Source: an optimization exercise on an open RTL-to-GDS flow (aim: small area, a short achievable clock period and few clock cycles). Production flows keep margins and buffers that such runs may drop.
RTL that was checked went through simulation tests only; none was proved equivalent to the original.
Power is estimated from default activity; no workload was simulated.

==> v28 <==
==> flow/design.v (excerpt) <==
module fenc (
    input  wire        clk,
    input  wire        rst,           
    input  wire        cmd_valid,
    output wire        cmd_ready,
    input  wire [31:0] cmd,
    output wire        rsp_valid,
    output wire        rsp_ok,
    output wire [15:0] rsp_data
);
    localparam [7:0] OP_NOP    = 8'h00, OP_LDAX   = 8'h01, OP_LDCH   = 8'h02,
                     OP_SETARM = 8'h03, OP_CSRW   = 8'h04, OP_CSRR   = 8'h05,
                     OP_RDAX   = 8'h06, OP_RDCH   = 8'h07, OP_RDFB   = 8'h08,
                     OP_POP    = 8'h09, OP_REWIND = 8'h0A, OP_RST    = 8'h0F,
                     OP_XORI   = 8'h10, OP_XORB   = 8'h11, OP_CRCI   = 8'h12,
                     OP_CRCB   = 8'h13, OP_MAPM   = 8'h20, OP_MAPC   = 8'h21,
                     OP_FMTM   = 8'h30, OP_FMTC   = 8'h31, OP_ENC    = 8'h40;
    reg         busy;                 
    reg         sq_map, sq_fmt;       
    reg         sq_enc;               
    reg         sq_proto;             
    reg         rsp_ok_q;
    reg         rs_csr, rs_ax, rs_ch, rs_fb;    
    reg [5:0]   raddr;                
    reg [15:0]  m_y_q;                
    reg [15:0]  ax [0:3];
    reg         armed_q;
    reg [15:0]  ch [0:15];
    reg [7:0]   xsum_q, crc_q;
    reg [175:0] fbp;                  
    reg [7:0]   fbchk;                
    reg         fvalid_q, fproto_q, fn16_q;
    reg [5:0]   optr_q;
    reg         err_q;
    reg [2:0]   ecode_q;
    reg [3:0]   cfg_q;                
    reg [10:0]  aom_q, tmm_q, aoc_q, tmc_q;    
    wire seq  = sq_map || sq_fmt;
    wire take = cmd_valid && !busy && !seq && !rst;
    assign cmd_ready = !busy && !seq && !rst;
    assign rsp_valid = busy && !rst;
    assign rsp_ok    = rsp_ok_q;
    wire [7:0]  op  = cmd[31:24];
    wire [7:0]  idx = cmd[23:16];
    wire [15:0] imm = cmd[15:0];
    wire idx0 = (idx == 8'd0);
    wire imm0 = (imm == 16'd0);
    reg legal;
    always @* begin
        case (op)
            OP_NOP, OP_POP, OP_REWIND, OP_RST, OP_XORI, OP_CRCI,
            OP_MAPM, OP_MAPC, OP_FMTM, OP_FMTC, OP_ENC:
                           legal = idx0 && imm0;
            OP_LDAX:       legal = (idx[7:2] == 6'd0);
  ...
export LEC_CHECK = 0
export CAP_MARGIN = 20
export CORE_MARGIN = 2
export CORE_UTILIZATION = 40
export SLEW_MARGIN = 20
create_clock -name core_clock -period 20.0 [get_ports {clk}]
standard.sh (not shown) runs the stock make flow with config.mk's settings and CLKGATE_MAP_FILE= SYNTH_SCRIPT=/design/flow/synth_recipe.tcl, a recipe that flattens the netlist after the stock synthesis.
==> flow/flow/run.sh <==
#!/bin/bash
# The standard layout (the standard.sh: its synthesis, placement, CTS and
# routing), with two settings changed for the steps after synthesis:
# - the ports get buf_4 buffers instead of the smallest buffer cell,
# - repair_timing is asked to leave 11.5 ns of setup slack at the design's
#   clock period, so that cells are sized for a shorter achieved period.
set -euo pipefail
bash standard.sh synth > orfs_synth.log 2>&1
bash standard.sh SETUP_SLACK_MARGIN=11.5 "BUFFER_PORTS_ARGS=-buffer_cell sky130_fd_sc_hd__buf_4" finish > orfs_layout.log 2>&1
==> inputs of v15, as changes to v28 <==
--- a/flow/design.v
+++ b/flow/design.v
@@ -8,46 +8,44 @@
     assign crc_out[1] = ^(v & 16'h9696);
     assign crc_out[2] = ^(v & 16'he7e7);
     assign crc_out[3] = ^(v & 16'hcece);
     assign crc_out[4] = ^(v & 16'h5757);
     assign crc_out[5] = ^(v & 16'haeae);
     assign crc_out[6] = ^(v & 16'h9797);
     assign crc_out[7] = ^(v & 16'he5e5);
 endmodule
-module fenc_crc40 (
-    input  wire [7:0] crc_in,
-    input  wire [39:0] data,
-    output wire [7:0] crc_out
-);
-    wire [47:0] v = {data, crc_in};
-    assign crc_out[0] = ^(v & 48'hcbe117ed3e3e);
-    assign crc_out[1] = ^(v & 48'h96c32fda7d7d);
-    assign crc_out[2] = ^(v & 48'he7664859c5c5);
-    assign crc_out[3] = ^(v & 48'hcecd90b28a8a);
-    assign crc_out[4] = ^(v & 48'h577a36882b2b);
-    assign crc_out[5] = ^(v & 48'haef46c105757);
-    assign crc_out[6] = ^(v & 48'h9708cecd9090);
-    assign crc_out[7] = ^(v & 48'he5f08b761f1f);
-endmodule
 module fenc_crc48 (
     input  wire [7:0] crc_in,
     input  wire [47:0] data,
     output wire [7:0] crc_out
 );
     wire [55:0] v = {data, crc_in};
     assign crc_out[0] = ^(v & 56'hcbe117ed3e4646);
     assign crc_out[1] = ^(v & 56'h96c32fda7d8c8c);
     assign crc_out[2] = ^(v & 56'he7664859c55e5e);
     assign crc_out[3] = ^(v & 56'hcecd90b28abdbd);
     assign crc_out[4] = ^(v & 56'h577a36882b3d3d);
     assign crc_out[5] = ^(v & 56'haef46c10577a7a);
     assign crc_out[6] = ^(v & 56'h9708cecd90b2b2);
     assign crc_out[7] = ^(v & 56'he5f08b761f2323);
 endmodule
+module fenc_crc_keep (
+    input  wire [7:0] crc_in,
+    output wire [7:0] byte_o
+);
+    assign byte_o[0] = ^(crc_in & 8'h43);
+    assign byte_o[1] = ^(crc_in & 8'h86);
+    assign byte_o[2] = ^(crc_in & 8'h4f);
+    assign byte_o[3] = ^(crc_in & 8'h9f);
+    assign byte_o[4] = ^(crc_in & 8'h7c);
+    assign byte_o[5] = ^(crc_in & 8'hf9);
+    assign byte_o[6] = ^(crc_in & 8'hb1);
+    assign byte_o[7] = ^(crc_in & 8'h21);
+endmodule
 module fenc_clamp (
     input  wire [15:0] v,
     input  wire        p,
     output wire [10:0] c
 );
     wire big = v[14] | v[13] | v[12] | v[11];
     wire lo  = v[15] | (!big && (p ? fenc_lt(v[10:0], 11'd191) : fenc_lt(v[10:0], 11'd1000)));
     wire hi  = !v[15] && (big || (p ? fenc_gt(v[10:0], 11'd1792) : fenc_gt(v[10:0], 11'd2000)));
@@ -246,34 +244,35 @@
                      OP_XORI   = 8'h10, OP_XORB   = 8'h11, OP_CRCI   = 8'h12,
                      OP_CRCB   = 8'h13, OP_MAPM   = 8'h20, OP_MAPC   = 8'h21,
                      OP_FMTM   = 8'h30, OP_FMTC   = 8'h31, OP_ENC    = 8'h40;
     reg         busy;                 
     reg         sq_map, sq_fmt;       
     reg         sq_enc;               
     reg         sq_proto;             
     reg         rsp_ok_q;
-    reg         rs_csr, rs_ax, rs_ch, rs_fb;    
-    reg [5:0]   raddr;                
-    reg [15:0]  m_y_q;                
+    reg [15:0]  rsp_data_q;           
+    reg         rs_ax, rs_ch;         
+    reg [3:0]   raddr;                
     reg [15:0]  ax [0:3];
     reg         armed_q;
     reg [15:0]  ch [0:15];
     reg [7:0]   xsum_q, crc_q;
     reg [175:0] fbp;                  
     reg [7:0]   fbchk;                
     reg         fvalid_q, fproto_q, fn16_q;
     reg [5:0]   optr_q;
     reg         err_q;
     reg [2:0]   ecode_q;
     reg [3:0]   cfg_q;                
     reg [10:0]  aom_q, tmm_q, aoc_q, tmc_q;    
     wire seq  = sq_map || sq_fmt;
-    wire take = cmd_valid && !busy && !seq && !rst;
-    assign cmd_ready = !busy && !seq && !rst;
+    wire idle = !busy && !seq;
+    wire take = cmd_valid && idle;
+    assign cmd_ready = idle && !rst;
     assign rsp_valid = busy && !rst;
     assign rsp_ok    = rsp_ok_q;
     wire [7:0]  op  = cmd[31:24];
     wire [7:0]  idx = cmd[23:16];
     wire [15:0] imm = cmd[15:0];
     wire idx0 = (idx == 8'd0);
     wire imm0 = (imm == 16'd0);
     reg legal;
@@ -326,131 +325,131 @@
     wire w_xori  = take && op == OP_XORI && z0;
     wire w_xorb  = take && op == OP_XORB && idx0 && imm_lo8;
     wire w_crci  = take && op == OP_CRCI && z0;
     wire w_crcb  = take && op == OP_CRCB && idx0 && imm_lo8;
     wire w_map   = take && (op == OP_MAPM || op == OP_MAPC || op == OP_ENC) && z0;
     wire w_fmt   = take && (op == OP_FMTM || op == OP_FMTC) && z0;
     reg  rst_cmd_q;
     wire do_rst = rst || rst_cmd_q;
-    wire [2:0]  mk     = raddr[2:0];     
+    wire [1:0]  mk     = raddr[1:0];     
     wire [1:0]  fq     = raddr[3:2];     
     wire [1:0]  ax_sel = raddr[1:0];
     wire [15:0] ax_rd  = ax[ax_sel];
     wire [1:0]  ch_q = raddr[3:2];
     wire [15:0] ch_a [0:3];
     genvar gi;
     generate
         for (gi = 0; gi < 4; gi = gi + 1) begin : g_cha
             assign ch_a[gi] = ch_q[1] ? (ch_q[0] ? ch[12 + gi] : ch[8 + gi])
                                       : (ch_q[0] ? ch[4 + gi]  : ch[gi]);
         end
     endgenerate
     wire [15:0] ch_rd = ch_a[raddr[1:0]];
     wire [7:0] fb_byte;
     fenc_fbrd u_fbrd (.v(fbp), .chk(fbchk), .proto(fproto_q), .n16(fn16_q),
-                      .addr(raddr), .byte_o(fb_byte));
+                      .addr((op == OP_POP) ? optr_q : idx[5:0]), .byte_o(fb_byte));
     reg [15:0] csr_rdata;
     always @* begin
-        case (raddr[3:0])
+        case (idx[3:0])
             4'h0:    csr_rdata = {12'd0, cfg_q};
             4'h1:    csr_rdata = {8'd0, 1'b0, ecode_q, 1'b0, err_q, fproto_q, fvalid_q};
             4'h2:    csr_rdata = {10'd0, flen};
             4'h3:    csr_rdata = {10'd0, optr_q};
             4'h4:    csr_rdata = {8'd0, xsum_q};
             4'h5:    csr_rdata = {8'd0, crc_q};
             4'h8:    csr_rdata = {5'd0, aom_q};
             4'h9:    csr_rdata = {5'd0, tmm_q};
             4'hA:    csr_rdata = {5'd0, aoc_q};
             default: csr_rdata = {5'd0, tmc_q};
         endcase
     end
-    assign rsp_data = ({16{rs_csr}} & csr_rdata) | ({16{rs_ax}} & ax_rd) |
-                      ({16{rs_ch}} & ch_rd) | {8'd0, {8{rs_fb}} & fb_byte};
+    assign rsp_data = rsp_data_q | ({16{rs_ax}} & ax_rd) | ({16{rs_ch}} & ch_rd);
     wire [43:0] f_vals;
     generate
         for (gi = 0; gi < 4; gi = gi + 1) begin : g_fcl
             fenc_clamp u_c (.v(ch_a[gi]), .p(sq_proto), .c(f_vals[11 * gi +: 11]));
         end
     endgenerate
     wire [10:0] imm_c;
     fenc_clamp u_cimm (.v(imm), .p(idx[1]), .c(imm_c));
     wire [15:0] m_y;
-    fenc_map u_map (.a(ax_rd), .proto(sq_proto), .thr(mk == 3'd3), .y(m_y));
-    wire [1:0]  m_j   = mk[1:0] - 2'd1;
-    wire        m_thr = mk[2];
+    wire        m_thr = (mk == 2'd3);
+    fenc_map u_map (.a(ax_rd), .proto(sq_proto), .thr(m_thr), .y(m_y));
     wire [10:0] m_out;
-    fenc_mapc u_mapc (.y(m_y_q), .proto(sq_proto), .thr(m_thr), .armed(armed_q),
+    fenc_mapc u_mapc (.y(m_y), .proto(sq_proto), .thr(m_thr), .armed(armed_q),
                       .thrmax(sq_proto ? tmc_q : tmm_q), .v(m_out));
     wire        m_ord  = sq_proto ? cfg_q[3] : cfg_q[2];
-    wire [1:0]  m_slot = m_j[1] ? {1'b1, m_j[0] ^ m_ord} : m_j;
-    wire        m_wr   = sq_map && (mk != 3'd0);
-    wire [10:0] m_aux  = (mk == 3'd0) ? (sq_proto ? 11'd191 : 11'd1000) :
+    wire [1:0]  m_slot = mk[1] ? {1'b1, mk[0] ^ m_ord} : mk;
+    wire        m_wr   = sq_map;
+    wire [10:0] m_aux  = (mk == 2'd0) ? (sq_proto ? 11'd191 : 11'd1000) :
                          armed_q ? (sq_proto ? 11'd1792 : 11'd2000) : (sq_proto ? aoc_q : aom_q);
     wire [15:0] bus_a  = do_rst ? 16'd0 : ldch ? imm : {5'd0, m_out};
     wire [15:0] bus_b  = do_rst ? 16'd0 : ldch ? imm : {5'd0, m_aux};
-    wire [3:0] f_nib    = fq[1] ? fbp[131:128] : fbp[43:40];
-    wire [7:0] f_crc_in = (fq == 2'd0) ? 8'hD3 : fbchk;      
-    wire [7:0] f_crc_e, f_crc_o;
-    fenc_crc40 u_crc_e (.crc_in(f_crc_in), .data(f_vals[39:0]), .crc_out(f_crc_e));
-    fenc_crc48 u_crc_o (.crc_in(fbchk), .data({f_vals[43:0], f_nib}), .crc_out(f_crc_o));
+    wire [3:0]  f_nib = fq[1] ? fbp[131:128] : fbp[43:40];
+    wire [7:0]  f_acc = (fq == 2'd0) ? 8'hD3 : fbchk;      
+    wire [7:0]  f_keep;
+    fenc_crc_keep u_keep (.crc_in(f_acc), .byte_o(f_keep));
+    wire [7:0]  f_b0  = fq[0] ? {f_vals[3:0], f_nib} : f_keep;
+    wire [39:0] f_b15 = fq[0] ? f_vals[43:4] : f_vals[39:0];
+    wire [7:0]  f_crc;
+    fenc_crc48 u_crc (.crc_in(f_acc), .data({f_b15, f_b0}), .crc_out(f_crc));
     reg  [7:0] f_x;
     integer fi;
     always @* begin
         f_x = (fq == 2'd0) ? ((cfg_q[1] ? 8'h20 : 8'h10) ^ 8'hC8) : fbchk;
         if (!fq[1] || cfg_q[1])
             for (fi = 0; fi < 4; fi = fi + 1)
                 f_x = f_x ^ f_vals[11 * fi +: 8] ^ {5'd0, f_vals[11 * fi + 8 +: 3]};
     end
-    wire [7:0] f_chk = sq_proto ? (fq[0] ? f_crc_o : f_crc_e) : f_x;
+    wire [7:0] f_chk = sq_proto ? f_crc : f_x;
     wire       f_end = sq_fmt && (fq == 2'd3);
     wire [7:0] crcb_out;
     fenc_crc8 u_crcb (.crc_in(crc_q), .data(imm[7:0]), .crc_out(crcb_out));
     integer k;
     always @(posedge clk) begin
         rsp_ok_q <= ok;
-        rs_csr   <= ok && op == OP_CSRR;
+        rsp_data_q <= ({16{ok && op == OP_CSRR}} & csr_rdata) |
+                      {8'd0, {8{ok && (op == OP_RDFB || op == OP_POP)}} & fb_byte};
         rs_ax    <= ok && op == OP_RDAX;
         rs_ch    <= ok && op == OP_RDCH;
-        rs_fb    <= ok && (op == OP_RDFB || op == OP_POP);
-        m_y_q    <= m_y;
         if (!seq)
-            raddr <= (op == OP_POP) ? optr_q : idx[5:0];
+            raddr <= idx[3:0];
         else if (sq_map)
-            raddr <= (mk == 3'd4) ? 6'd0 : raddr + 6'd1;
+            raddr <= (mk == 2'd3) ? 4'd0 : raddr + 4'd1;
         else
-            raddr <= raddr + 6'd4;
+            raddr <= raddr + 4'd4;
         rst_cmd_q <= !rst && w_rst;
         if (rst) begin
             busy   <= 1'b0;
             sq_map <= 1'b0;
             sq_fmt <= 1'b0;
         end else begin
             busy <= take;
             if (w_map) begin
                 sq_map   <= 1'b1;
                 sq_enc   <= (op == OP_ENC);
                 sq_proto <= (op == OP_ENC) ? cfg_q[0] : op[0];
             end else if (w_fmt) begin
                 sq_fmt   <= 1'b1;
                 sq_proto <= op[0];
-            end else if (sq_map && mk == 3'd4) begin
+            end else if (sq_map && mk == 2'd3) begin
                 sq_map <= 1'b0;
                 sq_fmt <= sq_enc;
             end else if (sq_fmt && fq == 2'd3) begin
                 sq_fmt <= 1'b0;
             end
         end
         for (k = 0; k < 4; k = k + 1)
             if (do_rst || (ldch && idx[3:0] == k) || (m_wr && m_slot == k))
                 ch[k] <= bus_a;
-        if (do_rst || (ldch && idx[3:0] == 4) || (sq_map && mk == 3'd1))
+        if (do_rst || (ldch && idx[3:0] == 4) || (sq_map && mk == 2'd1))
             ch[4] <= bus_b;
         for (k = 5; k < 16; k = k + 1)
-            if (do_rst || (ldch && idx[3:0] == k) || (sq_map && mk == 3'd0))
+            if (do_rst || (ldch && idx[3:0] == k) || (sq_map && mk == 2'd0))
                 ch[k] <= bus_b;
         if (sq_fmt) begin
             case (fq)
                 2'd0: fbp[43:0]    <= f_vals;
                 2'd1: fbp[87:44]   <= f_vals;
                 2'd2: fbp[131:88]  <= f_vals;
                 2'd3: fbp[175:132] <= f_vals;
             endcase
==> flow/flow/run.sh (replaced) <==
#!/bin/bash
# The standard layout (the standard.sh: its synthesis, placement, CTS and
# routing), with settings changed for the steps after synthesis:
# - the ports get buf_4 buffers instead of the smallest buffer cell,
# - repair_timing is asked to leave 11.7 ns of setup slack at the design's
#   clock period, so that cells are sized for a shorter achieved period,
# - core utilisation 40%.
set -euo pipefail
bash standard.sh synth > orfs_synth.log 2>&1
bash standard.sh SETUP_SLACK_MARGIN=11.7 CORE_UTILIZATION=40 "BUFFER_PORTS_ARGS=-buffer_cell sky130_fd_sc_hd__buf_4" finish > orfs_layout.log 2>&1
==> inputs of v35, as changes to v28 <==
--- a/flow/design.v
+++ b/flow/design.v
@@ -248,17 +248,16 @@
                      OP_FMTM   = 8'h30, OP_FMTC   = 8'h31, OP_ENC    = 8'h40;
     reg         busy;                 
     reg         sq_map, sq_fmt;       
     reg         sq_enc;               
     reg         sq_proto;             
     reg         rsp_ok_q;
     reg         rs_csr, rs_ax, rs_ch, rs_fb;    
     reg [5:0]   raddr;                
-    reg [15:0]  m_y_q;                
     reg [15:0]  ax [0:3];
     reg         armed_q;
     reg [15:0]  ch [0:15];
     reg [7:0]   xsum_q, crc_q;
     reg [175:0] fbp;                  
     reg [7:0]   fbchk;                
     reg         fvalid_q, fproto_q, fn16_q;
     reg [5:0]   optr_q;
@@ -326,17 +325,17 @@
     wire w_xori  = take && op == OP_XORI && z0;
     wire w_xorb  = take && op == OP_XORB && idx0 && imm_lo8;
     wire w_crci  = take && op == OP_CRCI && z0;
     wire w_crcb  = take && op == OP_CRCB && idx0 && imm_lo8;
     wire w_map   = take && (op == OP_MAPM || op == OP_MAPC || op == OP_ENC) && z0;
     wire w_fmt   = take && (op == OP_FMTM || op == OP_FMTC) && z0;
     reg  rst_cmd_q;
     wire do_rst = rst || rst_cmd_q;
-    wire [2:0]  mk     = raddr[2:0];     
+    wire [1:0]  mk     = raddr[1:0];     
     wire [1:0]  fq     = raddr[3:2];     
     wire [1:0]  ax_sel = raddr[1:0];
     wire [15:0] ax_rd  = ax[ax_sel];
     wire [1:0]  ch_q = raddr[3:2];
     wire [15:0] ch_a [0:3];
     genvar gi;
     generate
         for (gi = 0; gi < 4; gi = gi + 1) begin : g_cha
@@ -369,26 +368,25 @@
     generate
         for (gi = 0; gi < 4; gi = gi + 1) begin : g_fcl
             fenc_clamp u_c (.v(ch_a[gi]), .p(sq_proto), .c(f_vals[11 * gi +: 11]));
         end
     endgenerate
     wire [10:0] imm_c;
     fenc_clamp u_cimm (.v(imm), .p(idx[1]), .c(imm_c));
     wire [15:0] m_y;
-    fenc_map u_map (.a(ax_rd), .proto(sq_proto), .thr(mk == 3'd3), .y(m_y));
-    wire [1:0]  m_j   = mk[1:0] - 2'd1;
-    wire        m_thr = mk[2];
+    wire        m_thr = (mk == 2'd3);
+    fenc_map u_map (.a(ax_rd), .proto(sq_proto), .thr(m_thr), .y(m_y));
     wire [10:0] m_out;
-    fenc_mapc u_mapc (.y(m_y_q), .proto(sq_proto), .thr(m_thr), .armed(armed_q),
+    fenc_mapc u_mapc (.y(m_y), .proto(sq_proto), .thr(m_thr), .armed(armed_q),
                       .thrmax(sq_proto ? tmc_q : tmm_q), .v(m_out));
     wire        m_ord  = sq_proto ? cfg_q[3] : cfg_q[2];
-    wire [1:0]  m_slot = m_j[1] ? {1'b1, m_j[0] ^ m_ord} : m_j;
-    wire        m_wr   = sq_map && (mk != 3'd0);
-    wire [10:0] m_aux  = (mk == 3'd0) ? (sq_proto ? 11'd191 : 11'd1000) :
+    wire [1:0]  m_slot = mk[1] ? {1'b1, mk[0] ^ m_ord} : mk;
+    wire        m_wr   = sq_map;
+    wire [10:0] m_aux  = (mk == 2'd0) ? (sq_proto ? 11'd191 : 11'd1000) :
                          armed_q ? (sq_proto ? 11'd1792 : 11'd2000) : (sq_proto ? aoc_q : aom_q);
     wire [15:0] bus_a  = do_rst ? 16'd0 : ldch ? imm : {5'd0, m_out};
     wire [15:0] bus_b  = do_rst ? 16'd0 : ldch ? imm : {5'd0, m_aux};
     wire [3:0] f_nib    = fq[1] ? fbp[131:128] : fbp[43:40];
     wire [7:0] f_crc_in = (fq == 2'd0) ? 8'hD3 : fbchk;      
     wire [7:0] f_crc_e, f_crc_o;
     fenc_crc40 u_crc_e (.crc_in(f_crc_in), .data(f_vals[39:0]), .crc_out(f_crc_e));
     fenc_crc48 u_crc_o (.crc_in(fbchk), .data({f_vals[43:0], f_nib}), .crc_out(f_crc_o));
@@ -406,51 +404,50 @@
     fenc_crc8 u_crcb (.crc_in(crc_q), .data(imm[7:0]), .crc_out(crcb_out));
     integer k;
     always @(posedge clk) begin
         rsp_ok_q <= ok;
         rs_csr   <= ok && op == OP_CSRR;
         rs_ax    <= ok && op == OP_RDAX;
         rs_ch    <= ok && op == OP_RDCH;
         rs_fb    <= ok && (op == OP_RDFB || op == OP_POP);
-        m_y_q    <= m_y;
         if (!seq)
             raddr <= (op == OP_POP) ? optr_q : idx[5:0];
         else if (sq_map)
-            raddr <= (mk == 3'd4) ? 6'd0 : raddr + 6'd1;
+            raddr <= (mk == 2'd3) ? 6'd0 : raddr + 6'd1;
         else
             raddr <= raddr + 6'd4;
         rst_cmd_q <= !rst && w_rst;
         if (rst) begin
             busy   <= 1'b0;
             sq_map <= 1'b0;
             sq_fmt <= 1'b0;
         end else begin
             busy <= take;
             if (w_map) begin
                 sq_map   <= 1'b1;
                 sq_enc   <= (op == OP_ENC);
                 sq_proto <= (op == OP_ENC) ? cfg_q[0] : op[0];
             end else if (w_fmt) begin
                 sq_fmt   <= 1'b1;
                 sq_proto <= op[0];
-            end else if (sq_map && mk == 3'd4) begin
+            end else if (sq_map && mk == 2'd3) begin
                 sq_map <= 1'b0;
                 sq_fmt <= sq_enc;
             end else if (sq_fmt && fq == 2'd3) begin
                 sq_fmt <= 1'b0;
             end
         end
         for (k = 0; k < 4; k = k + 1)
             if (do_rst || (ldch && idx[3:0] == k) || (m_wr && m_slot == k))
                 ch[k] <= bus_a;
-        if (do_rst || (ldch && idx[3:0] == 4) || (sq_map && mk == 3'd1))
+        if (do_rst || (ldch && idx[3:0] == 4) || (sq_map && mk == 2'd1))
             ch[4] <= bus_b;
         for (k = 5; k < 16; k = k + 1)
-            if (do_rst || (ldch && idx[3:0] == k) || (sq_map && mk == 3'd0))
+            if (do_rst || (ldch && idx[3:0] == k) || (sq_map && mk == 2'd0))
                 ch[k] <= bus_b;
         if (sq_fmt) begin
             case (fq)
                 2'd0: fbp[43:0]    <= f_vals;
                 2'd1: fbp[87:44]   <= f_vals;
                 2'd2: fbp[131:88]  <= f_vals;
                 2'd3: fbp[175:132] <= f_vals;
             endcase
==> flow/flow/run.sh (replaced) <==
#!/bin/bash
# The standard layout (the standard.sh: its synthesis, placement, CTS and
# routing), with settings changed for the steps after synthesis:
# - the ports get buf_4 buffers instead of the smallest buffer cell,
# - repair_timing is asked to leave 11.5 ns of setup slack at the design's
#   clock period, so that cells are sized for a shorter achieved period,
# - core utilisation 60%.
set -euo pipefail
bash standard.sh synth > orfs_synth.log 2>&1
bash standard.sh SETUP_SLACK_MARGIN=11.5 CORE_UTILIZATION=60 "BUFFER_PORTS_ARGS=-buffer_cell sky130_fd_sc_hd__buf_4" finish > orfs_layout.log 2>&1
==> comparison <==
The highest clock-buffer cell count belongs to v28, the lowest to v35. Setup slack, highest first: v15, v28, v35. Maximum frequency: v35 is lower than v15 (1.1%). The lowest hold slack belongs to v35, the highest to v15. Power, highest first: v35, v15, v28. The highest die area belongs to v28, the lowest to v35. Sequential share of layout area: v28 is lower than v35 (0.21 points). The highest global-route usage belongs to v35, the lowest to v15. Register-to-register slack: v28 > v15 > v35.
==> figures <==
quantity                                                                  v15         v35         v28
Seq/Total Area, Yosys                                                   49.3%       48.5%       49.3%
Antenna cell count                                                          0           2           1
Peak VDD IR                                                         0.0738 mV   0.0914 mV   0.0729 mV
Number of antenna violations at the first check in global routing           3           2           4
Core utilization of the finished layout                                 45.2%       66.6%       45.2%
Worst-case headroom to the max-slew limit                               17.9%       13.9%       23.4%
Share of layout cells above drive strength 1                            14.4%       12.9%       13.7%
Multi-input gate share of the layout cell area                          42.6%       44.3%       42.6%
Area inside the core boundary                                      0.0866 mm2  0.0578 mm2  0.0872 mm2
Status                                               timing/DRC/antenna clean  timing/DRC/antenna clean  timing/DRC/antenna clean
Insertion delay to the later sink of the worst-skew pair              0.65 ns     0.67 ns     0.64 ns
Synthesized net count                                                    3271        3237        3292
Top layer used by detailed routing                                       met5        met4        met4
Multiplexer area fraction after synthesis                               8.23%       7.30%       7.01%
Design Area, Final                                                 0.0391 mm2  0.0385 mm2  0.0394 mm2
Worst Setup Slack post-DPL                                           11.41 ns    11.17 ns    10.95 ns
Number of resized instances in the post-cts repair step                     7          19          20
Post-Synthesis Cell Area                                           0.0349 mm2  0.0352 mm2  0.0353 mm2
Worst hold path startpoint                                           aoc_q[9]   aom_q[10]    tmc_q[6]
Testbench counts of v35, summed over its fixed seeds: cycles 604,871.
Function not checked in v28 and v15: the RTL went through the layout flow alone.

## separate check: timing with driven ports
In the flow no input, the clock included, has a driving cell. The finished layouts below were timed again as built, in two steps.
Step 1 assumes that a clkbuf_16 drives the clock port and a buf_2 every other input.
Step 2, shift: input delay + t, output delay - t, t = (earliest + latest rising clock arrival at the registers) / 2. This alone moves slack from input paths to output paths.
Slacks: ideal ports / drivers / drivers and shift; pairs: ideal ports / drivers.
run | shift t [ns] | slack for setup (ns) | cell pins on the clock port's net
v28 | 0.686 | 11.491 / 11.425 / 11.498 | 1
v15 | 0.701 | 11.562 / 11.515 / 11.080 | 1
v35 | 0.712 | 11.469 / 11.406 / 11.511 | 1
After both steps every run listed still meets setup and hold. For v15, which loses most, drivers alone change the setup slack by -0.047 ns; drivers and shift together by -0.482 ns.
